Context: an optimization exercise on an open-source flow, tuned for small area, a short achievable clock period and few clock cycles. The choices shown serve that exercise and are no tape-out recipe. At most, simulation tests tie the RTL to the original design; equivalence was not proved. For runs 7 and 8, only the layout was checked, not whether the RTL still works.

[config.mk]
export PLATFORM = sky130hd
export DESIGN_NAME = tans_enc
export DESIGN_NICKNAME = tans_enc
export VERILOG_FILES = /design/flow/design.v
export SDC_FILE = /design/flow/constraint.sdc
export NUM_CORES = 4
export LEC_CHECK = 0
export CAP_MARGIN = 20
export CORE_MARGIN = 2
export CORE_UTILIZATION = 55
export CTS_CLUSTER_DIAMETER = 120
export CTS_CLUSTER_SIZE = 22
export PLACE_DENSITY = 0.7
export SETUP_SLACK_MARGIN = 3.5
export SLEW_MARGIN = 20
[constraint.sdc]
create_clock -name core_clock -period 10.0 [get_ports {clk}]
set_input_delay 2.0000 -clock core_clock [delete_from_list [all_inputs] [get_ports {clk}]]
set_output_delay 2.0000 -clock core_clock [all_outputs]
set_load 0.01 [all_outputs]
[design.v]
module tans_enc (
    input  wire        clk,
    input  wire        rst,         
    input  wire        in_valid,
    output wire        in_ready,
    input  wire        in_init,     
    input  wire [7:0]  in_sym,
    input  wire [4:0]  in_lane,
    output wire        t_rd,
    output wire [7:0]  t_addr,
    input  wire [11:0] t_freq,
    input  wire [11:0] t_cum,
    output reg         w_valid,
    output wire [15:0] w_data,
    output wire        idle,
    output reg         sym_err,     
    output reg  [7:0]  err_sym,     
    input  wire [4:0]  x_lane,
    output wire [26:0] x_out
);
    localparam LOG2M = 11;
    localparam [26:0] M = 27'd1 << LOG2M;
    localparam integer S = 4;
    localparam R4 = 1;                
    function integer nb;
        input integer k;
        begin
            case (k)
            1: nb = 4;
            2: nb = 4;
            3: nb = 4;
            4: nb = 4;
            default: nb = 0;
            endcase
        end
    endfunction
    function [27:0] dstep;
        input [11:0] r;
        input [15:0] dq;
        input [11:0] f;
        reg   [12:0] t;
        reg   [13:0] d;
        begin
            t = {r, dq[15]};
            d = {1'b0, t} - {2'b00, f};
            if (!d[13]) dstep = {d[11:0], dq[14:0], 1'b1};
            else        dstep = {t[11:0], dq[14:0], 1'b0};
        end
    endfunction
    function [27:0] dstep4;
        input [11:0] r;
        input [15:0] dq;
        input [11:0] f;
        input [13:0] f3;
        reg   [13:0] t;
        reg   [14:0] d1, d2, d3;
        begin
            t  = {r, dq[15:14]};
            d1 = {1'b0, t} - {3'b000, f};
            d2 = {1'b0, t} - {2'b00, f, 1'b0};
            d3 = {1'b0, t} - {1'b0, f3};
            if (!d3[14])      dstep4 = {d3[11:0], dq[13:0], 2'b11};
            else if (!d2[14]) dstep4 = {d2[11:0], dq[13:0], 2'b10};
            else if (!d1[14]) dstep4 = {d1[11:0], dq[13:0], 2'b01};
            else              dstep4 = {t[11:0],  dq[13:0], 2'b00};
        end
    endfunction
    reg  [27*32-1:0] xs;                 
    reg        v1;
    reg [4:0]  lane1;
    reg [7:0]  sym1;
    reg [S:1]      vd;
    reg [5*S-1:0]  laned;
    reg [12*S-1:0] fd, cd, rd;
    reg [14*S-1:0] f3d;                  
    reg [16*S-1:0] dqd;
    reg            nw1;
    reg  busy;
    reg        wbv;
    reg [4:0]  wblane;
    reg [15:0] wbq;
    reg [11:0] wbr, wbc;
    reg hazard;
    integer k;
    always @* begin
        hazard = v1 && lane1 == in_lane;
        for (k = 1; k <= S; k = k + 1)
            hazard = hazard | (vd[k] && laned[5*(k-1) +: 5] == in_lane);
    end
    assign idle     = !busy;
    assign in_ready = in_init ? !busy : !hazard;
    wire   accept   = in_valid && in_ready;
    assign t_rd   = in_valid && !in_init;
    assign t_addr = in_sym;
    wire [4:0]  ra    = busy ? lane1 : x_lane;
    reg  [26:0] x_cur;
    integer n;
    always @* begin
        x_cur = 27'd0;
        for (n = 0; n < 32; n = n + 1)
            x_cur = x_cur | (xs[27*n +: 27] & {27{ra == n}});
    end
    assign x_out = x_cur;
    wire        f_ok   = t_freq != 12'd0;
    wire        need_w = {1'b0, x_cur[26:16]} >= t_freq;
    wire [26:0] x1     = {rd[10:0], dqd[15:0]};
    assign w_data = x1[15:0];
    wire [27:0] x_ren  = nw1 ? {17'd0, x1[26:16]} : {1'b0, x1};
    reg [28*S-1:0] dq_out;
    always @* begin : div
        reg [27:0] q;
        integer g;
        for (g = 1; g <= S; g = g + 1) begin
            q = (g == 1) ? x_ren : {rd[12*(g-1) +: 12], dqd[16*(g-1) +: 16]};
            if (R4) begin
                for (k = 0; k < nb(g) / 2; k = k + 1)
                    q = dstep4(q[27:16], q[15:0], fd[12*(g-1) +: 12], f3d[14*(g-1) +: 14]);
                if (nb(g) % 2)
                    q = dstep(q[27:16], q[15:0], fd[12*(g-1) +: 12]);
            end else begin
                for (k = 0; k < nb(g); k = k + 1)
                    q = dstep(q[27:16], q[15:0], fd[12*(g-1) +: 12]);
            end
            dq_out[28*(g-1) +: 28] = q;
        end
    end
    wire [27:0] qs    = dq_out[28*(S-1) +: 28];
    always @(posedge clk) begin
        lane1 <= in_lane;
        sym1  <= in_sym;
        laned <= {laned[5*(S-1)-1:0], lane1};
        fd    <= {fd[12*(S-1)-1:0], t_freq};
        cd    <= {cd[12*(S-1)-1:0], t_cum};
        f3d   <= {f3d[14*(S-1)-1:0], {2'b00, t_freq} + {1'b0, t_freq, 1'b0}};
        for (k = 1; k < S; k = k + 1) begin
            rd[12*k +: 12]  <= dq_out[28*(k-1) + 16 +: 12];
            dqd[16*k +: 16] <= dq_out[28*(k-1) +: 16];
        end
        rd[11:0]  <= {1'b0, x_cur[26:16]};
        dqd[15:0] <= x_cur[15:0];
        nw1       <= need_w;
        wblane    <= laned[5*(S-1) +: 5];
        wbq       <= qs[15:0];
        wbr       <= qs[27:16];
        wbc       <= cd[12*(S-1) +: 12];
        if (rst) begin
            v1      <= 1'b0;
            vd      <= {S{1'b0}};
            busy    <= 1'b0;
            wbv     <= 1'b0;
            w_valid <= 1'b0;
            sym_err <= 1'b0;
            err_sym <= 8'd0;
        end else begin
            v1 <= accept && !in_init;
            vd <= {vd[S-1:1], v1 && f_ok};
            wbv  <= vd[S];
            busy <= (accept && !in_init) || (v1 && f_ok) || (|vd);
            w_valid <= v1 && f_ok && need_w;
            if (v1 && !f_ok && !sym_err) begin
                sym_err <= 1'b1;
                err_sym <= sym1;
            end
            if (accept && in_init) begin
                sym_err <= 1'b0;
                err_sym <= 8'd0;
            end
        end
    end
    wire        init_we = !rst && accept && in_init;
    wire        upd_we  = !rst && wbv;
    wire [26:0] x_new   = {wbq, 11'd0} + {15'd0, wbc} + {15'd0, wbr};
    wire [26:0] wbus    = init_we ? M : x_new;
    genvar j;
    generate
        for (j = 0; j < 32; j = j + 1) begin : lanes
            always @(posedge clk)
                if (init_we || (upd_we && wblane == j))
                    xs[27*j +: 27] <= wbus;
        end
    endgenerate
endmodule
[run.sh]
#!/bin/bash
# synth_recipe.tcl (not shown) runs the flow's synth.tcl, then flattens the netlist and writes it again
# the make line also repeats each setting of config.mk as NAME=value (left out here)
make -C /OpenROAD-flow-scripts/flow DESIGN_CONFIG=/design/flow/config.mk WORK_HOME=/design/flow/orfs CLKGATE_MAP_FILE= SYNTH_SCRIPT=/design/flow/synth_recipe.tcl finish
==> results of run 1 <==
-- sequential cells by signal, indices dropped and copies added (netlist names), 4 cells and up --
name     count
xs         864
dqd         64
f3d         56
cd          48
rd          47
fd          44
laned       20
wbq         16
wbc         12
wbr         12
err_sym      8
sym1         8
lane1        5
wblane       5
vd           4
-- placed cells by master (no fill, tap or decap), types with 18 or more instances in the layout --
cell type / n
edfxtp_1: 864
dfxtp_1: 352
ha_1: 348
a22oi_1: 277
nor2_1: 206
inv_1: 199
a21oi_1: 179
o21ai_0: 165
nand2_1: 164
buf_4: 148
xnor2_1: 134
xor2_1: 100
nand3_1: 93
a22o_1: 89
nor2b_1: 87
clkdlybuf4s50_1: 77
a21o_1: 68
nand4_1: 68
clkbuf_16: 67
mux2i_1: 63
o21a_1: 59
a221oi_1: 57
nor3_1: 46
nand2b_1: 42
nor2_4: 41
o21ai_4: 33
clkbuf_1: 33
o211ai_1: 28
a221oi_2: 28
fa_1: 27
buf_6: 27
a211oi_1: 25
buf_12: 23
or3_1: 22
o221ai_1: 22
a31oi_1: 20
mux2_2: 20
and3_1: 18
a21boi_0: 18
o21bai_1: 18
-- cells by family after synthesis --
kind of cell / after synthesis / synth area share
XOR/XNOR: 234 / 0.0366
buffers and inverters: 357 / 0.0265
AND/OR/NAND/NOR: 903 / 0.0812
AO/OA/AOI/OAI: 1269 / 0.162
multiplexers: 88 / 0.0162
flip-flops: 1219 / 0.590
adder cells (fa/ha/maj): 375 / 0.0874
-- cell type report --
type / instances / share of cell area
inverter: 205 / 0.0122
antenna: 9 / 0.000356
multi-input combinational: 2873 / 0.360
clock inverter: 10 / 0.00245
tap: 1368 / 0.0270
sequential: 1219 / 0.522
timing repair buffer: 314 / 0.0476
clock buffer: 100 / 0.0285
-- stage by stage --
stage	setup slack [ps]	hold WS, ps
floorplan	4050	310
global route	3480	332
CTS	3480	324
global placement	1850	311
detailed placement	1810	312
finish	3500	326
-- repair_timing --
action / in CTS / in global routing
hold buffers: 0 / 0
buffers inserted: 94 / 11
resized for setup: 187 / 90
setup endpoints to repair: 71 / 76
pin swaps: 51 / 23
gates cloned: 6 / 0
-- path summary, 6_finish.rpt --
check                               start         to  slack [ps]  cells past startpoint
worst max register to register    dqd[14]     rd[12]        3840                     21
worst max-delay path            x_lane[4]  x_out[15]        3500                     12
worst min register to register      cd[9]     cd[21]         330                      0
worst min-delay path                cd[9]     cd[21]         330                      0
-- routing by layer --
layer,track usage,vias up,wire length [µm]
met5,0,-,10
met4,0.178,2,11600
met3,0.0694,635,19200
met2,0.547,2481,82100
met1,0.432,19320,66500
li1,-,17542,-
-- critical path, cell delays in order --
cell	delay [ps]
buf_2	110
mux2i_4	300
or2_4	240
buf_6	110
nor2_4	40
buf_12	140
buf_16	150
a22o_1	240
a221oi_1	210
nand3_1	120
or4_4	530
dlygate4sd2_1	310
==> impl_metrics.tcl, run 1 <==
set metrics [dict create \
    clockBufferDepth 3 \
    grt_max_degree 37 \
    synth.top_cell.area_share 0.463 \
    dp.cells 5868 \
    synth_area_um2 56000 \
    synth_common_cells "edfxtp_1, dfxtp_1, ha_1" \
    crit_path_end_kind "output port" \
    layout.cells.non_filler 6098 \
    num_vias 39980 \
    dp_hpwl_mm 113 \
    period_needed_ps 6500 \
    async_flop_share 0 \
    grt.total_usage 0.339 \
    drtPass1Iterations 6 \
    area_delta_synth_final_pct 13.0 \
    initial_core_util 0.553 \
    die-area_um2 104000 \
    setup_viol 0 \
    yosysUniqueCellTypes 97 \
    via_per_inst 6.56 \
    crit_type "input pin to output port" \
    route.detailed.drc 0 \
    cts_buffers 67 \
    first_iter_violations 5367 \
    drive_gt1_frac 0.118 \
    grt_setup_unrepaired "yes" \
    worstPathArrival_ps 4500 \
    multi_input_area_um2 22800 \
    synth_area_leaders "edfxtp_1, dfxtp_1, ha_1" \
    min_period_over_period 0.650 \
    syn_nets 4866 \
    synth-seq-area-share 0.590 \
    fill_cells 7720 \
    cts_tree "done" \
    maxSlewViolCount 0 \
    max_freq_mhz 154 \
    ys_seq_elements 1219 \
    start_kind "input pin" \
    clk_pin_slew_ps 80 \
    final_util 0.625 \
    root_buffer "clkbuf_16" \
    drt-total-wl_mm 179 \
    worst_clock_skew_ps 40.1 \
    regArea_um2 33100 \
    drv_cap 0 \
    antenna_found_initial 7 \
    routedWlPerCell_um 29.4 \
    dpl_cell_area_um2 59500 \
    worst_pin_slew_ps 1130 \
    fin_setup_tns_ps 0 \
    status "complete, no violations" \
    grt.overflow.total 0 \
    nNetsFinal 5101 \
    clk_latency_ps 680 \
    synth_top_area_cell "edfxtp_1" \
    grt_pass1_vias 37501 \
    grt_pass1_wl_mm 255 \
    max-slew-margin-rel 0.243 \
    design_area_um2 63300 \
    synthCells 4445 \
    fp.dieH_um 323 \
    rows 117 \
    synth_edf_count 864 \
    htreeDepth 3 \
    yosysMostFrequentCell "edfxtp_1" \
    cts_num_sinks 1219 \
    hold_class "flip-flop to flip-flop" \
    hold_violations 0 \
    synth_flop_cell "edfxtp_1" \
    avgSynthCellArea_um2 12.6 \
    crit_fanout 6 \
    synth_warnings 1 \
    gp_congestion 0.928 \
    cp.required_ps 8000 \
    dieWidth_um 323 \
    core_um2 101000 \
    ios 110 \
    ant_nets 0 \
    portBuffers 109 \
]
Testbench counts, summed over its fixed seeds: cycles 5,190.
==> inputs of run 2 (changes only) <==
==> flow/run.sh (new file) <==
#!/bin/bash
# The standard layout, with the ports buffered by buf_4 cells instead of the
# delay buffers buffer_ports picks by default.
set -euo pipefail
export BUFFER_PORTS_ARGS="-buffer_cell sky130_fd_sc_hd__buf_4"
bash standard.sh > standard.log 2>&1
==> standard.sh (new file) <==
#!/bin/bash
# synth_recipe.tcl (not shown) runs the flow's synth.tcl, then flattens the netlist and writes it again
# the make line also repeats each setting of config.mk as NAME=value (left out here)
make -C /OpenROAD-flow-scripts/flow DESIGN_CONFIG=/design/flow/config.mk WORK_HOME=/design/flow/orfs CLKGATE_MAP_FILE= SYNTH_SCRIPT=/design/flow/synth_recipe.tcl "${@:-finish}"
==> config.mk (replaced) <==
export PLATFORM = sky130hd
export DESIGN_NAME = tans_enc
export DESIGN_NICKNAME = tans_enc
export VERILOG_FILES = /design/flow/design.v
export SDC_FILE = /design/flow/constraint.sdc
export NUM_CORES = 4
export LEC_CHECK = 0
export CAP_MARGIN = 20
export CORE_MARGIN = 2
export CORE_UTILIZATION = 40
export SETUP_SLACK_MARGIN = 3.0
export SLEW_MARGIN = 20
removed: run.sh
==> impl_metrics.tcl, run 2 <==
set metrics [dict create \
    nNetsFinal 5078 \
    min_period_over_period 0.695 \
    crit_fanout 27 \
    clk_latency_ps 770 \
    reg.largest.list "xs (864), dqd (64), f3d (56)" \
    cp.required_ps 8000 \
    cts_tree "done" \
    rows 137 \
    grt_pass1_vias 37261 \
    drive_gt1_frac 0.126 \
    max-slew-margin-rel 0.196 \
    synth_edf_count 864 \
    drv_cap 0 \
    status "complete, no violations" \
    ios 110 \
    synth_flop_cell "edfxtp_1" \
    hold_violations 0 \
    synth.top_cell.area_share 0.463 \
    cts_num_sinks 1219 \
    final_common_cell "edfxtp_1" \
    worst_pin_slew_ps 1200 \
    drt-total-wl_mm 185 \
    grt.overflow.total 0 \
    final_util 0.464 \
    route.detailed.drc 0 \
    cts_buffers 132 \
    antenna_found_initial 10 \
    place_ws_ps 2470 \
    clk_pin_slew_ps 60 \
    setup_viol 0 \
    crit_family "simple AND/OR/NAND/NOR gates" \
    start_kind "input pin" \
    worst_clock_skew_ps 37.2 \
    postCtsHoldBufs 0 \
    area_delta_synth_final_pct 15.5 \
    maxSlewViolCount 0 \
    core_um2 139000 \
    crit_top_cell "buf_4" \
    synthCells 4445 \
    synth-seq-area-share 0.590 \
    timing.critical_path.buf_inv 3 \
    via_per_inst 5.91 \
    fin_ws_ps 3050 \
    hold_class "flip-flop to flip-flop" \
    synth_common_cells "edfxtp_1, dfxtp_1, ha_1" \
    crit_chain "buf_4 -> mux2i_2 -> or2_4 -> nor2_4 -> buf_4 -> a22o_1 -> a221oi_1 -> nand3_1 -> or4_1 -> buf_4" \
    layout_common_cells "edfxtp_1, dfxtp_1, ha_1" \
    yosysMostFrequentCell "edfxtp_1" \
    first_iter_violations 4253 \
    grt.total_usage 0.253 \
    ys_seq_elements 1219 \
    fin_setup_tns_ps 0 \
    initial_core_util 0.402 \
    portBuffers 109 \
    routedWlPerCell_um 27.8 \
    die-area_um2 143000 \
    root_buffer "clkbuf_16" \
    cp-startpoint "x_lane[4]" \
    grt_setup_unrepaired "no" \
    async_flop_share 0 \
    htreeDepth 4 \
    synth_area_leaders "edfxtp_1, dfxtp_1, ha_1" \
    period_needed_ps 6950 \
    grt_max_degree 37 \
    regMostFlops "xs" \
    fp.dieH_um 378 \
    crit_type "input pin to output port" \
    min-delay-start "cd[30]" \
    gp_congestion 0.866 \
    timing.rr.start "f3d[14]" \
    drtPass1Iterations 6 \
    avgSynthCellArea_um2 12.6 \
    synth_area_um2 56000 \
    critical-path-slowest-cell "or4_1" \
    max_freq_mhz 144 \
    synth_top_area_cell "edfxtp_1" \
    dieWidth_um 378 \
    ant_nets 0 \
    slowest_delay_ps 680 \
    clockBufferDepth 3 \
    num_vias 39228 \
    worstPathArrival_ps 4950 \
    syn_nets 4866 \
    synth_warnings 1 \
    grt_pass1_wl_mm 261 \
    dp_hpwl_mm 117 \
    yosysUniqueCellTypes 97 \
    crit_path_end_kind "output port" \
    largest_reg_flops 864 \
]
-- run 2: cell counts after synthesis --
No cell type changed its count.
-- run 2: metal layers --
metal  GRT usage  up-vias  routed length (µm)
li1            -    17570                   -
met3      0.0464      399               15600
met1       0.329    19320               74700
met2       0.419     1933               86900
met4      0.0975        6                7550
met5           0        -                  36
-- run 2: area by class of cell --
cell class | instances | area, µm²
well taps | 1876 | 2350
clock inverters | 75 | 754
fillers | 12413 | 74500
inverters | 205 | 769
multi-input cells | 2871 | 22300
flip-flops and latches | 1219 | 33100
diodes | 1 | 2.50
clock buffers | 167 | 3590
repair buffers | 228 | 1780
-- run 2: timing repair --
action,CTS,global route
gates resized for setup,14,18
pin swaps,8,2
endpoints found under the setup margin,37,63
gates cloned,2,0
endpoints found under the hold margin,0,0
buffers inserted,17,10
-- run 2: logic make-up after synthesis --
logic type | synth area share
buf+inv | 0.0265
compound gates | 0.162
simple gates | 0.0812
flops | 0.590
fa+ha+maj | 0.0874
mux | 0.0162
xor+xnor | 0.0366
-- run 2: through the flow --
step / hold slack, ps / cell area, µm² / std cells
3_3_place_gp: 312 / 59800 / 6368
4_1_cts: 322 / 64400 / 6629
5_1_grt: 323 / 64600 / 6641
2_1_floorplan: 310 / 56000 / 4445
3_5_place_dp: 312 / 59800 / 6368
6_report: 318 / 64600 / 6642
-- run 2: final timing paths --
path / end / slack, ps / cells after the start
setup reg to reg: rd[25] / 3350 / 23
hold reg to reg: cd[42] / 320 / 0
setup / recovery: x_out[23] / 3050 / 10
hold / removal: cd[42] / 320 / 0
==> inputs of run 3 (changes only) <==
--- a/design.v
+++ b/design.v
@@ -130,10 +130,10 @@
         sym1  <= in_sym;
         laned <= {laned[5*(S-1)-1:0], lane1};
         fd    <= {fd[12*(S-1)-1:0], t_freq};
-        cd    <= {cd[12*(S-1)-1:0], t_cum};
-        f3d   <= {f3d[14*(S-1)-1:0], {2'b00, t_freq} + {1'b0, t_freq, 1'b0}};
+        cd    <= {cd[12*(S-1)-1:0], 1'b0, t_cum[10:0]};
+        f3d   <= {f3d[14*(S-1)-1:0], 1'b0, {1'b0, t_freq} + {t_freq, 1'b0}};
         for (k = 1; k < S; k = k + 1) begin
-            rd[12*k +: 12]  <= dq_out[28*(k-1) + 16 +: 12];
+            rd[12*k +: 12]  <= {1'b0, dq_out[28*(k-1) + 16 +: 11]};
             dqd[16*k +: 16] <= dq_out[28*(k-1) +: 16];
         end
         rd[11:0]  <= {1'b0, x_cur[26:16]};
@@ -141,7 +141,7 @@
         nw1       <= need_w;
         wblane    <= laned[5*(S-1) +: 5];
         wbq       <= qs[15:0];
-        wbr       <= qs[27:16];
+        wbr       <= {1'b0, qs[26:16]};
         wbc       <= cd[12*(S-1) +: 12];
         if (rst) begin
             v1      <= 1'b0;
@@ -169,7 +169,8 @@
     end
     wire        init_we = !rst && accept && in_init;
     wire        upd_we  = !rst && wbv;
-    wire [26:0] x_new   = {wbq, 11'd0} + {15'd0, wbc} + {15'd0, wbr};
+    wire [10:0] x_lo    = wbc[10:0] + wbr[10:0];
+    wire [26:0] x_new   = {wbq, x_lo};
     wire [26:0] wbus    = init_we ? M : x_new;
     genvar j;
     generate
==> run.sh (new file) <==
#!/bin/bash
# synth_recipe.tcl (not shown) runs the flow's synth.tcl, then flattens the netlist and writes it again
# the make line also repeats each setting of config.mk as NAME=value (left out here)
make -C /OpenROAD-flow-scripts/flow DESIGN_CONFIG=/design/flow/config.mk WORK_HOME=/design/flow/orfs CLKGATE_MAP_FILE= SYNTH_SCRIPT=/design/flow/synth_recipe.tcl finish
--- a/config.mk
+++ b/config.mk
@@ -8,5 +8,7 @@
 export CAP_MARGIN = 20
 export CORE_MARGIN = 2
 export CORE_UTILIZATION = 40
-export SETUP_SLACK_MARGIN = 3.0
+export CTS_CLUSTER_DIAMETER = 120
+export CTS_CLUSTER_SIZE = 22
+export SETUP_SLACK_MARGIN = 3.8
 export SLEW_MARGIN = 20
removed: flow/run.sh
removed: standard.sh
==> impl_metrics.tcl, run 3 <==
set metrics [dict create \
    status "complete, no violations" \
    synth_common_cells "edfxtp_1, dfxtp_1, ha_1" \
    ant_nets 0 \
    htreeDepth 2 \
    max_freq_mhz 155 \
    synth-seq-area-share 0.606 \
    worstPathArrival_ps 4440 \
    slowest_delay_ps 660 \
    nNetsFinal 4959 \
    clockBufferDepth 3 \
    clk_latency_ps 750 \
    yosysUniqueCellTypes 99 \
    synth-xor-area-share 0.0335 \
    async_flop_share 0 \
    drive_gt1_frac 0.158 \
    max-slew-margin-rel 0.241 \
    fin_setup_tns_ps 0 \
    route.detailed.drc 0 \
    drv_cap 0 \
    hold_violations 0 \
    dieWidth_um 372 \
    synth_area_um2 54100 \
    synthMuxAreaShare 0.0173 \
    area_delta_synth_final_pct 18.1 \
    crit_chain "buf_12 -> mux2i_4 -> buf_6 -> buf_6 -> nand2b_4 -> buf_6 -> nor2_4 -> buf_12 -> a22o_1 -> a221oi_2 -> nand3_1 -> or4_4 -> buf_6" \
    gp_congestion 0.865 \
    core_um2 134000 \
    dp_hpwl_mm 110 \
    worst_pin_slew_ps 1140 \
    worst_clock_skew_ps 61.0 \
    rows 134 \
    syn_nets 4603 \
    synth_top_family_by_area "compound AO/OA/AOI/OAI gates" \
    portBuffers 108 \
    synth_fa_ha_area_frac 0.0850 \
    ys_seq_elements 1206 \
    via_per_inst 6.00 \
    grt_max_degree 41 \
    synth.top_cell.area_share 0.480 \
    cts_num_sinks 1206 \
    yosys.area_share.simple 0.0782 \
    yosysMostFrequentCell "edfxtp_1" \
    synth_edf_count 864 \
    drt-total-wl_mm 185 \
    grt_pass1_vias 35434 \
    synth_area_leaders "edfxtp_1, dfxtp_1, ha_1" \
    postCtsHoldBufs 0 \
    antenna_found_initial 18 \
    synth_flop_cell "edfxtp_1" \
    crit_fanout 5 \
    cp.required_ps 8000 \
    synth_top_area_cell "edfxtp_1" \
    regMostFlops "xs" \
    setup_viol 0 \
    dp.cells 6036 \
    synth_compound_area_frac 0.154 \
    layout.cells.non_filler 6376 \
    num_vias 38230 \
    avgSynthCellArea_um2 12.9 \
    grt_pass1_wl_mm 257 \
    clk_pin_slew_ps 90 \
    cts_tree "done" \
    drtPass1Iterations 6 \
    synth_warnings 1 \
    crit_top_cell "buf_6" \
    grt.total_usage 0.260 \
    routedWlPerCell_um 29.0 \
    min_path_cells 0 \
    final_common_cell "edfxtp_1" \
    final_util 0.477 \
    ios 110 \
    fp.dieH_um 372 \
    first_iter_violations 5148 \
    grt_setup_unrepaired "yes" \
    crit_path_end_kind "output port" \
    start_kind "input pin" \
    rr_worst_depth 22 \
    cts_buffers 61 \
    initial_core_util 0.404 \
    crit_type "input pin to output port" \
    root_buffer "clkbuf_16" \
    min_period_over_period 0.644 \
    period_needed_ps 6440 \
    hold_class "flip-flop to flip-flop" \
    die-area_um2 138000 \
    layout_common_cells "edfxtp_1, dfxtp_1, ha_1" \
    reg.largest.list "xs (864), dqd (64)" \
    critical-path-slowest-cell "or4_4" \
    grt.overflow.total 0 \
    largest_reg_flops 864 \
    synthCells 4205 \
    maxSlewViolCount 0 \
]
run 3: changes by cell type in the layout (fill, tap and decap cells not counted), sizes merged, moves of 16 or more:
| cell | before | now |
|---|---|---|
| o21ai | 215 | 184 |
| buf | 228 | 347 |
| nor2 | 249 | 208 |
| nand2 | 165 | 138 |
| nor3 | 51 | 67 |
| ha | 348 | 326 |
| nor2b | 90 | 71 |
| clkdlybuf4s50 | 0 | 72 |
| clkbuf | 167 | 105 |
| inv | 214 | 198 |
| clkinv | 51 | 5 |
run 3: area by class of cell:
| cell class | instances | area, µm² |
|---|---|---|
| Antenna cell | 4 | 10.0 |
| Inverter | 199 | 751 |
| Sequential cell | 1206 | 32800 |
| Fill cell | 11724 | 69900 |
| Clock inverter | 7 | 156 |
| Clock buffer | 99 | 1680 |
| Tap cell | 1768 | 2210 |
| Multi-Input combinational cell | 2659 | 21500 |
| Timing Repair Buffer | 434 | 4740 |
run 3: cell families after synthesis:
group | after synthesis
AO/OA/AOI/OAI | 1181
XOR/XNOR | 207
adder cells (fa/ha/maj) | 352
buffers and inverters | 342
flip-flops | 1206
multiplexers | 90
AND/OR/NAND/NOR | 827
run 3: routing by layer:
layer / routed length [µm] / track usage
met1: 74200 / 0.354
met2: 83400 / 0.408
met3: 19200 / 0.0507
met4: 8250 / 0.101
met5: 87 / 0
run 3: through the flow:
| stage | instance area [µm²] | setup slack [ps] | hold WS [ps] |
|---|---|---|---|
| 6_report | 63900 | 3560 | 322 |
| 5_1_grt | 63900 | 3560 | 331 |
| 4_1_cts | 62900 | 3550 | 321 |
| 3_5_place_dp | 58100 | 1640 | 312 |
| 3_3_place_gp | 58100 | 1640 | 311 |
| 2_1_floorplan | 54100 | 3980 | 310 |
run 3: worst max-delay path, delay by kind of cell:
family | cells | cell delay, ps
muxes | 1 | 100
and+or+nand+nor | 4 | 1010
AOI/OAI and AO/OA | 2 | 470
buffers and inverters | 6 | 830
run 3: worst paths after layout:
| kind | endpoint | slack, ps | start |
|---|---|---|---|
| setup reg to reg | rd[13] | 3940 | dqd[14] |
| hold reg to reg | cd[20] | 320 | cd[8] |
| setup / recovery | x_out[25] | 3560 | x_lane[4] |
| hold / removal | cd[20] | 320 | cd[8] |
run 3: timing repair:
item                                    4_1_cts  5_1_grt
setup buffers                               164       49
resized for setup                           402      104
endpoints found under the hold margin         0        0
gates cloned                                 13        4
endpoints found under the setup margin       80       72
pin swaps                                   112       88
Testbench counts of run 3, summed over its fixed seeds: cycles 5,190.
==> inputs of run 4 (changes only) <==
--- a/config.mk
+++ b/config.mk
@@ -10,5 +10,6 @@
 export CORE_UTILIZATION = 40
 export CTS_CLUSTER_DIAMETER = 120
 export CTS_CLUSTER_SIZE = 22
-export SETUP_SLACK_MARGIN = 3.8
+export SETUP_SLACK_MARGIN = 3.5
 export SLEW_MARGIN = 20
+export TNS_END_PERCENT = 0
==> impl_metrics.tcl, run 4 <==
set metrics [dict create \
    drt-total-wl_mm 177 \
    initial_core_util 0.404 \
    crit_family "simple AND/OR/NAND/NOR gates" \
    busiest_layer "met2" \
    crit_type "input pin to output port" \
    nNetsFinal 4831 \
    rr_worst_depth 23 \
    crit_path_end_kind "output port" \
    hold_class "flip-flop to flip-flop" \
    groute.layer.met1.usage 0.347 \
    fin_setup_tns_ps 0 \
    synth_edf_count 864 \
    dieWidth_um 372 \
    portBuffers 108 \
    min_period_over_period 0.658 \
    drtPass1Iterations 6 \
    synth_warnings 1 \
    timing.critical_path.buf_inv 4 \
    core_um2 134000 \
    status "complete, no violations" \
    root_buffer "clkbuf_16" \
    die-area_um2 138000 \
    postCtsHoldBufs 0 \
    reg2reg_setup_slack_ps 3740 \
    hold_violations 0 \
    reg.largest.list "xs (864), dqd (64)" \
    grt.overflow.total 0 \
    cts_buffers 61 \
    maxSlewViolCount 0 \
    antenna_found_initial 15 \
    grt_pass1_wl_mm 250 \
    regMostFlops "xs" \
    period_needed_ps 6580 \
    ant_nets 0 \
    drv_cap 0 \
    yosysUniqueCellTypes 99 \
    crit_top_cell "dlygate4sd2_1" \
    first_iter_violations 4623 \
    r2r_end "rd[40]" \
    worst_clock_skew_ps 59.2 \
    fin_ws_ps 3420 \
    synth_area_um2 54100 \
    grtUsageMet2 0.398 \
    avgSynthCellArea_um2 12.9 \
    synthCells 4205 \
    gp_congestion 0.865 \
    route.detailed.drc 0 \
    synth_flop_cell "edfxtp_1" \
    synth.top_cell.area_share 0.480 \
    num_vias 37195 \
    largest_reg_flops 864 \
    grt.total_usage 0.252 \
    synth-seq-area-share 0.606 \
    htreeDepth 2 \
    place_ws_ps 1640 \
    grt_max_degree 41 \
    dpl_cell_area_um2 58100 \
    synth_top_area_cell "edfxtp_1" \
    crit_chain "dlygate4sd2_1 -> a31oi_1 -> buf_4 -> nand2b_4 -> nor2_4 -> buf_12 -> a22o_1 -> a221oi_1 -> nand3_1 -> or4_4 -> dlygate4sd2_1" \
    ys_seq_elements 1206 \
    syn_nets 4603 \
    timing.rr.start "fd[25]" \
    yosysMostFrequentCell "edfxtp_1" \
    max_freq_mhz 152 \
    dp_hpwl_mm 110 \
    critical-path-slowest-cell "or4_4" \
    async_flop_share 0 \
    worstPathArrival_ps 4580 \
    clk_pin_slew_ps 90 \
    crit_fanout 14 \
    cts_tree "done" \
    ios 110 \
    worst_pin_slew_ps 1160 \
    clockBufferDepth 3 \
    slowest_delay_ps 570 \
    rows 134 \
    clk_latency_ps 750 \
    via_per_inst 5.95 \
    setup_viol 0 \
    max-slew-margin-rel 0.228 \
    grt_setup_unrepaired "yes" \
    critical_path.endpoint "x_out[3]" \
    area_delta_synth_final_pct 13.7 \
    start_kind "input pin" \
    final_common_cell "edfxtp_1" \
    grt_pass1_vias 34776 \
    fp.dieH_um 372 \
    design_area_um2 61500 \
    synth_common_cells "edfxtp_1, dfxtp_1, ha_1" \
    routedWlPerCell_um 28.4 \
    layout_common_cells "edfxtp_1, dfxtp_1, ha_1" \
    path_depth 11 \
    drive_gt1_frac 0.114 \
    synth_area_leaders "edfxtp_1, dfxtp_1, ha_1" \
    met3_usage 0.0438 \
    cts_num_sinks 1206 \
    cp.required_ps 8000 \
    cp-startpoint "x_lane[2]" \
]
==> run 4: cell counts after synthesis <==
No cell type changed its count.
==> run 4: layout make-up <==
cell class / count / area (µm²)
Fill cell: 11955 / 72300
Sequential cell: 1206 / 32800
Multi-Input combinational cell: 2659 / 21000
Timing Repair Buffer: 306 / 2880
Tap cell: 1768 / 2210
Clock buffer: 99 / 1680
Inverter: 199 / 747
Clock inverter: 7 / 156
Antenna cell: 7 / 17.5
==> run 4: cells by family (layout without fill, tap and decap cells) <==
logic type / count (synthesis) / after routing / synth area share
AOI/OAI and AO/OA: 1181 / 1181 / 0.154
xor gates and xnor gates: 207 / 207 / 0.0335
adders and majority gates: 352 / 352 / 0.0850
buffers and inverters: 342 / 611 / 0.0258
DFF: 1206 / 1206 / 0.606
muxes: 90 / 90 / 0.0173
other: 0 / 7 / 0
and+or+nand+nor: 827 / 829 / 0.0782
==> run 4: metal layers <==
| layer | wire, µm | vias up |
|---|---|---|
| met2 | 80000 | 1809 |
| li1 | - | 16644 |
| met1 | 72800 | 18430 |
| met5 | 34 | - |
| met4 | 7310 | 6 |
| met3 | 17100 | 306 |
==> run 4: through the flow <==
step / std cells / utilization / hold WS (ps)
2_1_floorplan: 4205 / - / 310
3_3_place_gp: 6036 / 0.434 / 311
3_5_place_dp: 6036 / 0.434 / 312
4_1_cts: 6232 / 0.458 / 321
5_1_grt: 6244 / 0.460 / 331
6_report: 6251 / 0.460 / 320
==> run 4: repair_timing <==
item                                    CTS  global route
cloned                                    4             0
resized for setup                       164            48
endpoints found under the setup margin   61            77
pin swaps                                49            15
setup buffers                            86            12
==> run 4: worst min path at each step <==
stage / start / end / slack, ps / cells after the start
final: cd[8] / cd[20] / 320 / 0
after global placement: cd[43] / wbc[7] / 310 / 0
after CTS: cd[8] / cd[20] / 320 / 0
after detailed placement: cd[20] / cd[32] / 310 / 0
after floorplan: cd[0] / cd[12] / 310 / 0
after global routing: cd[8] / cd[20] / 330 / 0
==> inputs of run 5 (changes only) <==
--- a/config.mk
+++ b/config.mk
@@ -12,4 +12,3 @@
 export CTS_CLUSTER_SIZE = 22
 export SETUP_SLACK_MARGIN = 3.5
 export SLEW_MARGIN = 20
-export TNS_END_PERCENT = 0
==> impl_metrics.tcl, run 5 <==
set metrics [dict create \
    status "complete, no violations" \
    route.detailed.drc 0 \
    ant_nets 0 \
    postCtsHoldBufs 0 \
    yosysUniqueCellTypes 99 \
    dp_hpwl_mm 110 \
    avgSynthCellArea_um2 12.9 \
    grt.overflow.total 0 \
    fp.dieH_um 372 \
    first_iter_violations 4825 \
    synth_warnings 1 \
    rows 134 \
    core_um2 134000 \
    fin_setup_tns_ps 0 \
    worst_clock_skew_ps 54.8 \
    hold_slack_ps 320 \
    area_delta_synth_final_pct 14.0 \
    maxSlewViolCount 0 \
    hold_violations 0 \
    slowest_delay_ps 590 \
    syn_nets 4603 \
    synth_edf_count 864 \
    r2r_end "rd[40]" \
    worstPathArrival_ps 4490 \
    setup_viol 0 \
    grt_pass1_wl_mm 250 \
    clk_latency_ps 740 \
    root_buffer "clkbuf_16" \
    largest_reg_flops 864 \
    clockBufferDepth 3 \
    drv_cap 0 \
    grt.total_usage 0.252 \
    period_needed_ps 6490 \
    start_kind "input pin" \
    worst_pin_slew_ps 1120 \
    synth_area_um2 54100 \
    place_ws_ps 1640 \
    synth.top_cell.area_share 0.480 \
    antenna_found_initial 15 \
    drtPass1Iterations 6 \
    crit_top_cell "buf_4" \
    reg.largest.list "xs (864), dqd (64)" \
    regMostFlops "xs" \
    routedWlPerCell_um 28.4 \
    grt_max_degree 41 \
    critical_path.endpoint "x_out[25]" \
    cts_num_sinks 1206 \
    rr_worst_depth 23 \
    crit_type "input pin to output port" \
    num_vias 37248 \
    cp-startpoint "x_lane[4]" \
    cts_buffers 61 \
    clk_pin_slew_ps 90 \
    via_per_inst 5.96 \
    grt_pass1_vias 34769 \
    crit_chain "buf_4 -> mux2i_4 -> buf_4 -> buf_4 -> nand2b_4 -> buf_12 -> nor2_4 -> buf_4 -> a22o_1 -> a221oi_1 -> nand3_1 -> or4_4 -> buf_2" \
    synth_common_cells "edfxtp_1, dfxtp_1, ha_1" \
    drt-total-wl_mm 177 \
    cts_tree "done" \
    htreeDepth 2 \
    max-slew-margin-rel 0.254 \
    layout_common_cells "edfxtp_1, dfxtp_1, ha_1" \
    yosysMostFrequentCell "edfxtp_1" \
    ios 110 \
    portBuffers 108 \
    crit_path_end_kind "output port" \
    ys_seq_elements 1206 \
    synth_area_leaders "edfxtp_1, dfxtp_1, ha_1" \
    timing.critical_path.buf_inv 6 \
    synth_top_area_cell "edfxtp_1" \
    initial_core_util 0.404 \
    path_depth 13 \
    async_flop_share 0 \
    cp.required_ps 8000 \
    gp_congestion 0.865 \
    nNetsFinal 4832 \
    dieWidth_um 372 \
    timing.rr.start "fd[25]" \
    grt_setup_unrepaired "yes" \
    die-area_um2 138000 \
    hold_class "flip-flop to flip-flop" \
    crit_fanout 6 \
    synth_flop_cell "edfxtp_1" \
    critical-path-slowest-cell "or4_4" \
    fin_ws_ps 3510 \
    final_common_cell "edfxtp_1" \
    reg2reg_setup_slack_ps 3840 \
    synth-seq-area-share 0.606 \
    crit_family "buffers and inverters" \
    drive_gt1_frac 0.119 \
    min_period_over_period 0.649 \
    max_freq_mhz 154 \
    synthCells 4205 \
]
==> run 5: cell counts after synthesis <==
No cell type changed its count.
==> run 5: logic make-up after synthesis <==
group	count (synthesis)	share of synthesized area
muxes	90	0.0173
adders and majority gates	352	0.0850
AOI/OAI and AO/OA	1181	0.154
xor gates and xnor gates	207	0.0335
and+or+nand+nor	827	0.0782
buffers and inverters	342	0.0258
DFF	1206	0.606
==> run 5: worst min path at each step <==
stage | startpoint | to | slack, ps | cells after the start
2_1_floorplan | cd[0] | cd[12] | 310 | 0
3_3_place_gp | cd[43] | wbc[7] | 310 | 0
3_5_place_dp | cd[20] | cd[32] | 310 | 0
4_1_cts | cd[8] | cd[20] | 320 | 0
5_1_grt | cd[8] | cd[20] | 330 | 0
6_report | cd[8] | cd[20] | 320 | 0
==> run 5: worst register-to-register path, cell delays in order, from the launching register on <==
cell	delay, ps
dfxtp_1	480
inv_1	250
ha_1	340
nor2b_1	170
o31a_1	280
o2111ai_2	210
a31oi_1	370
nor3_4	90
buf_12	150
buf_4	150
buf_4	160
a211o_1	290
a22o_1	290
ha_1	260
or4_1	520
o22ai_1	340
o21ai_1	140
a211oi_1	230
o21ba_2	190
o21ai_1	70
buf_4	200
nor2_4	360
or4b_1	480
nand3_1	90
==> run 5: through the flow <==
stage	area, µm²	instances	utilization
final	61700	6254	0.461
after detailed placement	58100	6036	0.434
after global placement	58100	6036	0.434
after global routing	61600	6246	0.461
after CTS	61500	6242	0.459
after floorplan	54100	4205	-
==> run 5: routing by layer <==
metal | track usage | vias up | routed length (µm)
met5 | 0 | - | 41
met4 | 0.0890 | 6 | 7060
met3 | 0.0411 | 308 | 16600
met2 | 0.400 | 1766 | 80400
met1 | 0.349 | 18519 | 73300
li1 | - | 16649 | -
==> run 5: repair_timing <==
item                       in CTS  in global routing
cloned                          4                  0
setup buffers                  96                  3
hold endpoints to repair        0                  0
setup endpoints to repair      61                 55
pin swaps                      60                 14
resized for setup             223                 49
==> run 5: layout make-up <==
| type | count | area [µm²] |
|---|---|---|
| diodes | 9 | 22.5 |
| clock buffers | 99 | 1680 |
| clock inverters | 7 | 156 |
| fillers | 11943 | 72100 |
| inverters | 199 | 747 |
| multi-input cells | 2659 | 21100 |
| flip-flops and latches | 1206 | 32800 |
| well taps | 1768 | 2210 |
| repair buffers | 307 | 2940 |
==> inputs of run 6 (changes only) <==
--- a/config.mk
+++ b/config.mk
@@ -12,3 +12,4 @@
 export CTS_CLUSTER_SIZE = 22
 export SETUP_SLACK_MARGIN = 3.5
 export SLEW_MARGIN = 20
+export TNS_END_PERCENT = 10
==> impl_metrics.tcl, run 6 <==
set metrics [dict create \
    status "complete, no violations" \
    portBuffers 108 \
    antenna_found_initial 15 \
    period_needed_ps 6560 \
    grt_pass1_wl_mm 250 \
    synth_warnings 1 \
    crit_chain "dlygate4sd2_1 -> a31oi_1 -> buf_4 -> nand2b_4 -> nor2_4 -> buf_12 -> a22o_1 -> a221oi_1 -> nand3_1 -> or4_4 -> clkdlybuf4s15_1" \
    multi_input_area_um2 21100 \
    via_per_inst 5.97 \
    dp_hpwl_mm 110 \
    grt.overflow.total 0 \
    crit_path_end_kind "output port" \
    synthMuxAreaShare 0.0173 \
    gp_congestion 0.865 \
    yosys.area_share.simple 0.0782 \
    rows 134 \
    first_iter_violations 4714 \
    crit_type "input pin to output port" \
    ios 110 \
    maxSlewViolCount 0 \
    cp-startpoint "x_lane[2]" \
    clk_pin_slew_ps 90 \
    drv_cap 0 \
    fin_ws_ps 3440 \
    synth-xor-area-share 0.0335 \
    timing.critical_path.buf_inv 4 \
    synth_edf_count 864 \
    min_period_over_period 0.656 \
    final_common_cell "edfxtp_1" \
    synthCells 4205 \
    initial_core_util 0.404 \
    max-slew-margin-rel 0.235 \
    core_um2 134000 \
    layout_common_cells "edfxtp_1, dfxtp_1, ha_1" \
    synth_compound_area_frac 0.154 \
    die-area_um2 138000 \
    start_kind "input pin" \
    cp.required_ps 8000 \
    area_delta_synth_final_pct 13.9 \
    largest_reg_flops 864 \
    synth_fa_ha_area_frac 0.0850 \
    crit_fanout 14 \
    critical-path-slowest-cell "or4_4" \
    grt.total_usage 0.252 \
    avgSynthCellArea_um2 12.9 \
    synth_top_area_cell "edfxtp_1" \
    num_vias 37334 \
    clk_latency_ps 750 \
    max_freq_mhz 152 \
    cts_num_sinks 1206 \
    design_area_um2 61600 \
    async_flop_share 0 \
    htreeDepth 2 \
    slowest_delay_ps 580 \
    drt-total-wl_mm 178 \
    grt_pass1_vias 34737 \
    yosysMostFrequentCell "edfxtp_1" \
    synth-seq-area-share 0.606 \
    regMostFlops "xs" \
    worst_clock_skew_ps 55.3 \
    hold_class "flip-flop to flip-flop" \
    cts_tree "done" \
    clockBufferDepth 3 \
    synth_top_family_by_area "compound AO/OA/AOI/OAI gates" \
    reg.largest.list "xs (864), dqd (64)" \
    hold_violations 0 \
    dpl_cell_area_um2 58100 \
    worst_pin_slew_ps 1150 \
    min-delay-start "cd[8]" \
    synth_common_cells "edfxtp_1, dfxtp_1, ha_1" \
    fp.dieH_um 372 \
    grt_max_degree 41 \
    regArea_um2 32800 \
    synth.top_cell.area_share 0.480 \
    fill_cells 11948 \
    drive_gt1_frac 0.116 \
    fin_setup_tns_ps 0 \
    nNetsFinal 4833 \
    place_ws_ps 1640 \
    syn_nets 4603 \
    ant_nets 0 \
    root_buffer "clkbuf_16" \
    drtPass1Iterations 8 \
    route.detailed.drc 0 \
    yosysUniqueCellTypes 99 \
    synth_flop_cell "edfxtp_1" \
    synth_area_leaders "edfxtp_1, dfxtp_1, ha_1" \
    setup_viol 0 \
    routedWlPerCell_um 28.4 \
    dieWidth_um 372 \
    timing.rr.start "nw1" \
    ys_seq_elements 1206 \
    cts_buffers 61 \
    synth_area_um2 54100 \
    grt_setup_unrepaired "yes" \
    crit_family "simple AND/OR/NAND/NOR gates" \
    worstPathArrival_ps 4560 \
    postCtsHoldBufs 0 \
]
run 6: cell counts after synthesis:
No cell type changed its count.
run 6: timing repair:
action,in CTS,in global routing
setup buffers,87,13
setup endpoints to repair,61,77
endpoints found under the hold margin,0,0
pin swaps,51,18
gates cloned,4,0
resized for setup,181,52
run 6: cell type report:
class                           count  share of cell area
Multi-Input combinational cell   2659               0.342
Tap cell                         1768              0.0359
Sequential cell                  1206               0.532
Clock buffer                       99              0.0272
Timing Repair Buffer              308              0.0476
Clock inverter                      7             0.00254
Antenna cell                        9            0.000365
Inverter                          199              0.0121
run 6: routing by layer:
layer	GRT usage	vias to the layer above	part of all wire
met2	0.399	1867	0.45
met1	0.349	18493	0.41
met3	0.0411	325	0.098
li1	-	16643	-
met5	0	-	0.00017
met4	0.0894	6	0.041
run 6: worst paths after layout:
| kind | endpoint | slack, ps | depth (start not counted) |
|---|---|---|---|
| setup / recovery | x_out[10] | 3440 | 11 |
| hold / removal | cd[20] | 320 | 0 |
| setup reg to reg | rd[22] | 3810 | 23 |
| hold reg to reg | cd[20] | 320 | 0 |
run 6: logic make-up after synthesis:
kind of cell,count (synthesis)
xor gates and xnor gates,207
AOI/OAI and AO/OA,1181
buffers and inverters,342
and+or+nand+nor,827
DFF,1206
muxes,90
adders and majority gates,352
run 6: stage by stage:
stage               hold slack, ps  cells   util
global placement               311   6036  0.434
global route                   331   6246  0.460
CTS                            321   6233  0.458
floorplan                      310   4205      -
detailed placement             312   6036  0.434
finish                         322   6255  0.461
==> inputs of run 7 (changes only) <==
--- a/design.v
+++ b/design.v
@@ -68,7 +68,6 @@
     reg  [27*32-1:0] xs;                 
     reg        v1;
     reg [4:0]  lane1;
-    reg [7:0]  sym1;
     reg [S:1]      vd;
     reg [5*S-1:0]  laned;
     reg [12*S-1:0] fd, cd, rd;
@@ -127,7 +126,6 @@
     wire [27:0] qs    = dq_out[28*(S-1) +: 28];
     always @(posedge clk) begin
         lane1 <= in_lane;
-        sym1  <= in_sym;
         laned <= {laned[5*(S-1)-1:0], lane1};
         fd    <= {fd[12*(S-1)-1:0], t_freq};
         cd    <= {cd[12*(S-1)-1:0], 1'b0, t_cum[10:0]};
@@ -157,10 +155,10 @@
             wbv  <= vd[S];
             busy <= (accept && !in_init) || (v1 && f_ok) || (|vd);
             w_valid <= v1 && f_ok && need_w;
-            if (v1 && !f_ok && !sym_err) begin
+            if (v1 && !f_ok && !sym_err)
                 sym_err <= 1'b1;
-                err_sym <= sym1;
-            end
+            else if (!sym_err && accept && !in_init)
+                err_sym <= in_sym;
             if (accept && in_init) begin
                 sym_err <= 1'b0;
                 err_sym <= 8'd0;
--- a/config.mk
+++ b/config.mk
@@ -12,4 +12,3 @@
 export CTS_CLUSTER_SIZE = 22
 export SETUP_SLACK_MARGIN = 3.5
 export SLEW_MARGIN = 20
-export TNS_END_PERCENT = 10
==> impl_metrics.tcl, run 7 <==
set metrics [dict create \
    fin_setup_tns_ps 0 \
    period_needed_ps 6480 \
    synth_edf_count 864 \
    drt-total-wl_mm 178 \
    synth_area_um2 54200 \
    synth_common_cells "edfxtp_1, dfxtp_1, ha_1" \
    root_buffer "clkbuf_16" \
    setup_viol 0 \
    yosysMostFrequentCell "edfxtp_1" \
    largest_reg_flops 864 \
    ios 110 \
    area_delta_synth_final_pct 14.0 \
    grt_setup_unrepaired "yes" \
    syn_nets 4609 \
    fin_ws_ps 3520 \
    num_vias 36937 \
    crit_path_end_kind "output port" \
    drv_cap 0 \
    reg.largest.list "xs (864), dqd (64)" \
    cts_tree "done" \
    clk_latency_ps 730 \
    cts_num_sinks 1198 \
    fill_cells 11960 \
    clockBufferDepth 3 \
    yosysUniqueCellTypes 103 \
    clk_pin_slew_ps 90 \
    dieWidth_um 372 \
    synth-seq-area-share 0.602 \
    async_flop_share 0 \
    first_iter_violations 4230 \
    die-area_um2 139000 \
    drive_gt1_frac 0.124 \
    grt_pass1_vias 34624 \
    status "complete, no violations" \
    initial_core_util 0.402 \
    min_period_over_period 0.648 \
    maxSlewViolCount 0 \
    final_common_cell "edfxtp_1" \
    cp.required_ps 8000 \
    layout_common_cells "edfxtp_1, dfxtp_1, ha_1" \
    final_util 0.458 \
    crit_type "input pin to output port" \
    rows 135 \
    place_ws_ps 1680 \
    routedWlPerCell_um 28.4 \
    synthCells 4211 \
    regMostFlops "xs" \
    gp_congestion 0.846 \
    nNetsFinal 4831 \
    dpl_cell_area_um2 58200 \
    cts_buffers 61 \
    htreeDepth 2 \
    via_per_inst 5.90 \
    drtPass1Iterations 5 \
    max_freq_mhz 154 \
    dp_hpwl_mm 108 \
    grt_max_degree 43 \
    grt.total_usage 0.249 \
    antenna_found_initial 2 \
    max-slew-margin-rel 0.244 \
    portBuffers 108 \
    hold_violations 0 \
    synth_top_area_cell "edfxtp_1" \
    fp.dieH_um 372 \
    core_um2 135000 \
    avgSynthCellArea_um2 12.9 \
    crit_fanout 27 \
    worst_clock_skew_ps 49.6 \
    synth_area_leaders "edfxtp_1, dfxtp_1, ha_1" \
    grt_pass1_wl_mm 248 \
    ys_seq_elements 1198 \
    route.detailed.drc 0 \
    worstPathArrival_ps 4480 \
    design_area_um2 61800 \
    worst_pin_slew_ps 1130 \
    grt.overflow.total 0 \
    synth_warnings 1 \
    ant_nets 0 \
    start_kind "input pin" \
    hold_class "flip-flop to flip-flop" \
    synth_flop_cell "edfxtp_1" \
    synth.top_cell.area_share 0.478 \
]
## run 7: cell types whose count changed after synthesis, moves of 9 or more
cell	delta
a21oi_1	-12
nand2b_1	+11
o221ai_1	+11
a211oi_1	+10
nor2b_1	-15
a22oi_1	-11
o21ai_0	+30
nand4_1	+9
nand3b_1	+10
nand2_1	-11
a21o_1	+10
o21ai_1	-18
nor3_1	-9
## run 7: cells by family (layout without fill, tap and decap cells)
family / after synthesis / after routing / share of synthesized area
multiplexers: 97 / 97 / 0.0185
XOR/XNOR: 209 / 209 / 0.0338
other: 0 / 4 / 0
adder cells (fa/ha/maj): 352 / 352 / 0.0848
AO/OA/AOI/OAI: 1189 / 1189 / 0.156
flip-flops: 1198 / 1198 / 0.602
AND/OR/NAND/NOR: 830 / 833 / 0.0791
buffers and inverters: 336 / 600 / 0.0260
## run 7: worst paths after layout
path	to	slack (ps)	depth (start not counted)	startpoint
setup / recovery	x_out[21]	3520	11	x_lane[4]
hold / removal	wbc[5]	320	0	cd[41]
setup reg to reg	rd[13]	3880	21	rd[0]
hold reg to reg	wbc[5]	320	0	cd[41]
## run 7: per-layer routing
layer	routed length, µm	GRT usage	vias to the layer above
met3	14400	0.0369	334
met2	83400	0.414	1589
met1	71700	0.326	18311
met5	0	0	-
li1	-	-	16703
met4	8140	0.100	0
## run 7: cell type report
cell class	instances	area (µm²)	area share
multi-input combinational	2680	21500	0.348
timing repair buffer	303	2930	0.0474
tap	1781	2230	0.0361
inverter	189	709	0.0115
clock inverter	7	101	0.00164
antenna	4	10.0	0.000162
sequential	1198	32600	0.528
clock buffer	101	1680	0.0271
## run 7: through the flow
step	instances	hold slack (ps)
6_report	6263	324
5_1_grt	6259	326
4_1_cts	6250	324
3_5_place_dp	6048	312
3_3_place_gp	6048	312
2_1_floorplan	4211	310
## run 7: critical path, stage by stage
cell and delay (ps):
dlygate4sd2_1 270, mux2i_4 250, or2_4 190, buf_12 110, nor2_4 40, buf_12 180
a22o_1 230, a221oi_1 240, nand3_1 140, or4_4 580, buf_2 190
## run 7: what timing repair did
action,4_1_cts,5_1_grt
resized for setup,231,88
setup buffers,90,7
pin swaps,62,39
endpoints found under the hold margin,0,0
hold buffers,0,0
cloned,4,2
setup endpoints to repair,55,68
==> inputs of run 8 (changes only) <==
==> design.v (replaced) <==
module tans_enc (
    input  wire        clk,
    input  wire        rst,         
    input  wire        in_valid,
    output wire        in_ready,
    input  wire        in_init,     
    input  wire [7:0]  in_sym,
    input  wire [4:0]  in_lane,
    output wire        t_rd,
    output wire [7:0]  t_addr,
    input  wire [11:0] t_freq,
    input  wire [11:0] t_cum,
    output reg         w_valid,
    output wire [15:0] w_data,
    output wire        idle,
    output reg         sym_err,     
    output reg  [7:0]  err_sym,     
    input  wire [4:0]  x_lane,
    output wire [26:0] x_out
);
    localparam LOG2M = 11;
    localparam [26:0] M = 27'd1 << LOG2M;
    localparam integer S = 6;
    function integer nb;
        input integer k;
        begin
            case (k)
            1: nb = 3;
            2: nb = 3;
            3: nb = 3;
            4: nb = 3;
            5: nb = 2;
            6: nb = 2;
            default: nb = 0;
            endcase
        end
    endfunction
    function [27:0] dstep;
        input [11:0] r;
        input [15:0] dq;
        input [11:0] f;
        reg   [12:0] t;
        reg   [13:0] d;
        begin
            t = {r, dq[15]};
            d = {1'b0, t} - {2'b00, f};
            if (!d[13]) dstep = {d[11:0], dq[14:0], 1'b1};
            else        dstep = {t[11:0], dq[14:0], 1'b0};
        end
    endfunction
    reg  [27*32-1:0] xs;                 
    reg        v1;
    reg [4:0]  lane1;
    reg [7:0]  sym1;
    reg [S:1]      vd;
    reg [5*S-1:0]  laned;
    reg [12*S-1:0] fd, cd, rd;
    reg [16*S-1:0] dqd;
    reg            nw1;
    reg  busy;
    reg hazard;
    integer k;
    always @* begin
        hazard = v1 && lane1 == in_lane;
        for (k = 1; k <= S - 1; k = k + 1)
            hazard = hazard | (vd[k] && laned[5*(k-1) +: 5] == in_lane);
    end
    assign idle     = !busy;
    assign in_ready = in_init ? !busy : !hazard;
    wire   accept   = in_valid && in_ready;
    assign t_rd   = in_valid && !in_init;
    assign t_addr = in_sym;
    wire [4:0]  ra    = busy ? lane1 : x_lane;
    reg  [26:0] x_cur;
    integer n;
    always @* begin
        x_cur = 27'd0;
        for (n = 0; n < 32; n = n + 1)
            x_cur = x_cur | (xs[27*n +: 27] & {27{ra == n}});
    end
    assign x_out = x_cur;
    wire        f_ok   = t_freq != 12'd0;
    wire        need_w = {1'b0, x_cur[26:16]} >= t_freq;
    wire [26:0] x1     = {rd[10:0], dqd[15:0]};
    assign w_data = x1[15:0];
    wire [27:0] x_ren  = nw1 ? {17'd0, x1[26:16]} : {1'b0, x1};
    reg [28*S-1:0] dq_out;
    always @* begin : div
        reg [27:0] q;
        integer g;
        for (g = 1; g <= S; g = g + 1) begin
            q = (g == 1) ? x_ren : {rd[12*(g-1) +: 12], dqd[16*(g-1) +: 16]};
            for (k = 0; k < nb(g); k = k + 1)
                q = dstep(q[27:16], q[15:0], fd[12*(g-1) +: 12]);
            dq_out[28*(g-1) +: 28] = q;
        end
    end
    wire [27:0] qs    = dq_out[28*(S-1) +: 28];
    wire [26:0] x_new = {qs[15:0], 11'd0} + {15'd0, cd[12*(S-1) +: 12]} + {15'd0, qs[27:16]};
    always @(posedge clk) begin
        lane1 <= in_lane;
        sym1  <= in_sym;
        laned <= {laned[5*(S-1)-1:0], lane1};
        fd    <= {fd[12*(S-1)-1:0], t_freq};
        cd    <= {cd[12*(S-1)-1:0], t_cum};
        for (k = 1; k < S; k = k + 1) begin
            rd[12*k +: 12]  <= dq_out[28*(k-1) + 16 +: 12];
            dqd[16*k +: 16] <= dq_out[28*(k-1) +: 16];
        end
        rd[11:0]  <= {1'b0, x_cur[26:16]};
        dqd[15:0] <= x_cur[15:0];
        nw1       <= need_w;
        if (rst) begin
            v1      <= 1'b0;
            vd      <= {S{1'b0}};
            busy    <= 1'b0;
            w_valid <= 1'b0;
            sym_err <= 1'b0;
            err_sym <= 8'd0;
        end else begin
            v1 <= accept && !in_init;
            vd <= {vd[S-1:1], v1 && f_ok};
            busy <= (accept && !in_init) || (v1 && f_ok) || (|vd[S-1:1]);
            w_valid <= v1 && f_ok && need_w;
            if (v1 && !f_ok && !sym_err) begin
                sym_err <= 1'b1;
                err_sym <= sym1;
            end
            if (accept && in_init) begin
                sym_err <= 1'b0;
                err_sym <= 8'd0;
            end
        end
    end
    wire        init_we = !rst && accept && in_init;
    wire        upd_we  = !rst && vd[S];
    wire [26:0] wbus    = init_we ? M : x_new;
    genvar j;
    generate
        for (j = 0; j < 32; j = j + 1) begin : lanes
            always @(posedge clk)
                if (init_we || (upd_we && laned[5*(S-1) +: 5] == j))
                    xs[27*j +: 27] <= wbus;
        end
    endgenerate
endmodule
--- a/config.mk
+++ b/config.mk
@@ -8,7 +8,5 @@
 export CAP_MARGIN = 20
 export CORE_MARGIN = 2
 export CORE_UTILIZATION = 40
-export CTS_CLUSTER_DIAMETER = 120
-export CTS_CLUSTER_SIZE = 22
 export SETUP_SLACK_MARGIN = 3.5
 export SLEW_MARGIN = 20
==> impl_metrics.tcl, run 8 <==
set metrics [dict create \
    status "complete, no violations" \
    synth_flop_cell "edfxtp_1" \
    ios 110 \
    syn_nets 4066 \
    drive_gt1_frac 0.280 \
    grt.overflow.total 0 \
    cts_tree "done" \
    rows 131 \
    antenna_found_initial 5 \
    nNetsFinal 4674 \
    slowest_delay_ps 420 \
    critical-path-slowest-cell "a211o_4" \
    gp_congestion 0.855 \
    fin_ws_ps 2830 \
    crit_type "flip-flop to flip-flop" \
    dp_hpwl_mm 96.3 \
    yosysMostFrequentCell "edfxtp_1" \
    fp.dieH_um 362 \
    synth_warnings 1 \
    async_flop_share 0 \
    synthCells 3776 \
    hold_class "flip-flop to flip-flop" \
    synth_area_leaders "edfxtp_1, dfxtp_1, ha_1" \
    htreeDepth 4 \
    routedWlPerCell_um 29.3 \
    root_buffer "clkbuf_16" \
    worstPathArrival_ps 7690 \
    worst_pin_slew_ps 1150 \
    drtPass1Iterations 5 \
    initial_core_util 0.403 \
    max_freq_mhz 140 \
    setup_viol 0 \
    ant_nets 0 \
    place_ws_ps 1850 \
    cp.required_ps 10520 \
    postCtsHoldBufs 0 \
    num_vias 37051 \
    portBuffers 109 \
    grt_setup_unrepaired "yes" \
    regMostFlops "xs" \
    cts_buffers 131 \
    synth_common_cells "edfxtp_1, dfxtp_1, a22oi_1" \
    clockBufferDepth 3 \
    area_delta_synth_final_pct 31.2 \
    grt_pass1_vias 35135 \
    layout_common_cells "edfxtp_1, dfxtp_1, buf_4" \
    via_per_inst 6.01 \
    drt-total-wl_mm 181 \
    synth_area_um2 51300 \
    grt.total_usage 0.268 \
    max-slew-margin-rel 0.234 \
    largest_reg_flops 864 \
    crit_top_cell "ha_4" \
    core_um2 128000 \
    grt_max_degree 38 \
    first_iter_violations 4531 \
    avgSynthCellArea_um2 13.6 \
    ys_seq_elements 1237 \
    grt_pass1_wl_mm 252 \
    hold_violations 0 \
    final_common_cell "edfxtp_1" \
    reg.largest.list "xs (864), dqd (96)" \
    die-area_um2 131000 \
    fin_setup_tns_ps 0 \
    yosysUniqueCellTypes 80 \
    period_needed_ps 7170 \
    min_period_over_period 0.717 \
    crit_fanout 8 \
    drv_cap 0 \
    maxSlewViolCount 0 \
    route.detailed.drc 0 \
    clk_pin_slew_ps 60 \
    worst_clock_skew_ps 58.4 \
    clk_latency_ps 780 \
    crit_path_end_kind "flip-flop" \
    dieWidth_um 362 \
    synth_edf_count 864 \
    start_kind "flip-flop" \
    final_util 0.528 \
    synth.top_cell.area_share 0.505 \
    cts_num_sinks 1237 \
    fill_cells 10318 \
    synth_top_area_cell "edfxtp_1" \
    synth-seq-area-share 0.651 \
]
## run 8: final timing paths
check	startpoint	end	slack, ps	depth (start not counted)
setup reg to reg	fd[61]	xs[312]	2830	35
setup / recovery	fd[61]	xs[312]	2830	35
hold reg to reg	dqd[54]	dqd[73]	310	0
hold / removal	dqd[54]	dqd[73]	310	0
## run 8: metal layers
layer	wire length (µm)	up-vias	global-route usage	share of wire
li1	-	15871	-	-
met1	68400	18398	0.343	0.38
met2	81300	2240	0.422	0.45
met3	19700	540	0.0645	0.11
met4	11200	2	0.138	0.062
met5	13	-	0	0.000072
## run 8: worst max-delay path, delay by kind of cell (launching register included)
family	cells	cell delay (ps)
AO/OA/AOI/OAI	15	2830
adder cells (fa/ha/maj)	5	1220
AND/OR/NAND/NOR	6	900
buffers and inverters	6	800
multiplexers	2	660
flip-flops	1	340
XOR/XNOR	1	160
## run 8: what timing repair did
item,4_1_cts,5_1_grt
pin swaps,181,147
setup buffers,268,84
gates resized for setup,513,268
setup endpoints to repair,815,816
gates cloned,53,10
## run 8: final cells by class
cell class,count,area (µm²),share of cell area
flip-flops and latches,1237,33400,0.497
multi-input cells,2220,20200,0.300
repair buffers,586,6480,0.0962
clock buffers,180,3610,0.0536
well taps,1662,2080,0.0309
inverters,207,815,0.0121
clock inverters,62,702,0.0104
diodes,5,12.5,0.000186
repair inverters,1,7.51,0.000111
## run 8: logic make-up (layout without fill, tap and decap cells)
family                   after synthesis  after routing  synth area share
AND/OR/NAND/NOR                      701            719            0.0690
multiplexers                         135            135            0.0288
adder cells (fa/ha/maj)              244            244            0.0621
buffers and inverters                343           1036            0.0271
AO/OA/AOI/OAI                        956            962             0.135
other                                  0              5                 0
XOR/XNOR                             160            160            0.0273
flip-flops                          1237           1237             0.651
## run 8: through the flow
| step | cells | cell area [µm²] | hold WS, ps |
|---|---|---|---|
| global placement | 5498 | 55500 | 310 |
| detailed placement | 5498 | 55500 | 312 |
| finish | 6160 | 67300 | 307 |
| floorplan | 3776 | 51700 | 310 |
| CTS | 6061 | 65400 | 318 |
| global route | 6155 | 67300 | 324 |

## separate check: timing with driven ports
How much do the figures lean on ideal ports? The routed layouts below were timed once more, with nothing changed but the port constraints. Step 1 sets driving cells, clkbuf_16 on the clock port and buf_2 on the other inputs (assumed; they add their load-dependent delay and slew). Step 2 times the ports against the registers' clock, not the clock port: input delays grow and output delays shrink by t, the midpoint of the rising clock arrivals with the driver on. a / b / c = ideal ports / drivers / drivers and shift; a / b = the first two.
| run | t (ns) | setup slack, ns | hold slack, ns | clock arrival spread, ns | cell pins on the clock port's net |
|---|---|---|---|---|---|
| run 1 | 0.734 | 3.502 / 3.443 / 3.443 | 0.326 / 0.326 / 0.326 | 0.042 / 0.041 | 1 |
| run 2 | 0.829 | 3.046 / 3.018 / 3.018 | 0.318 / 0.318 / 0.318 | 0.039 / 0.038 | 1 |
| run 3 | 0.790 | 3.556 / 3.406 / 3.406 | 0.322 / 0.322 / 0.322 | 0.063 / 0.063 | 1 |
| run 4 | 0.791 | 3.416 / 3.262 / 3.262 | 0.320 / 0.320 / 0.320 | 0.063 / 0.062 | 1 |
| run 5 | 0.788 | 3.509 / 3.346 / 3.346 | 0.320 / 0.320 / 0.320 | 0.056 / 0.056 | 1 |
| run 6 | 0.792 | 3.440 / 3.289 / 3.289 | 0.322 / 0.322 / 0.322 | 0.058 / 0.058 | 1 |
| run 7 | 0.777 | 3.522 / 3.503 / 3.503 | 0.324 / 0.324 / 0.324 | 0.053 / 0.052 | 1 |
| run 8 | 0.826 | 2.833 / 2.833 / 2.833 | 0.307 / 0.307 / 0.307 | 0.067 / 0.068 | 1 |
After both steps setup and hold are still met in every run listed. For run 5, which loses most, drivers alone change the setup slack by -0.163 ns; drivers and shift together by -0.163 ns.
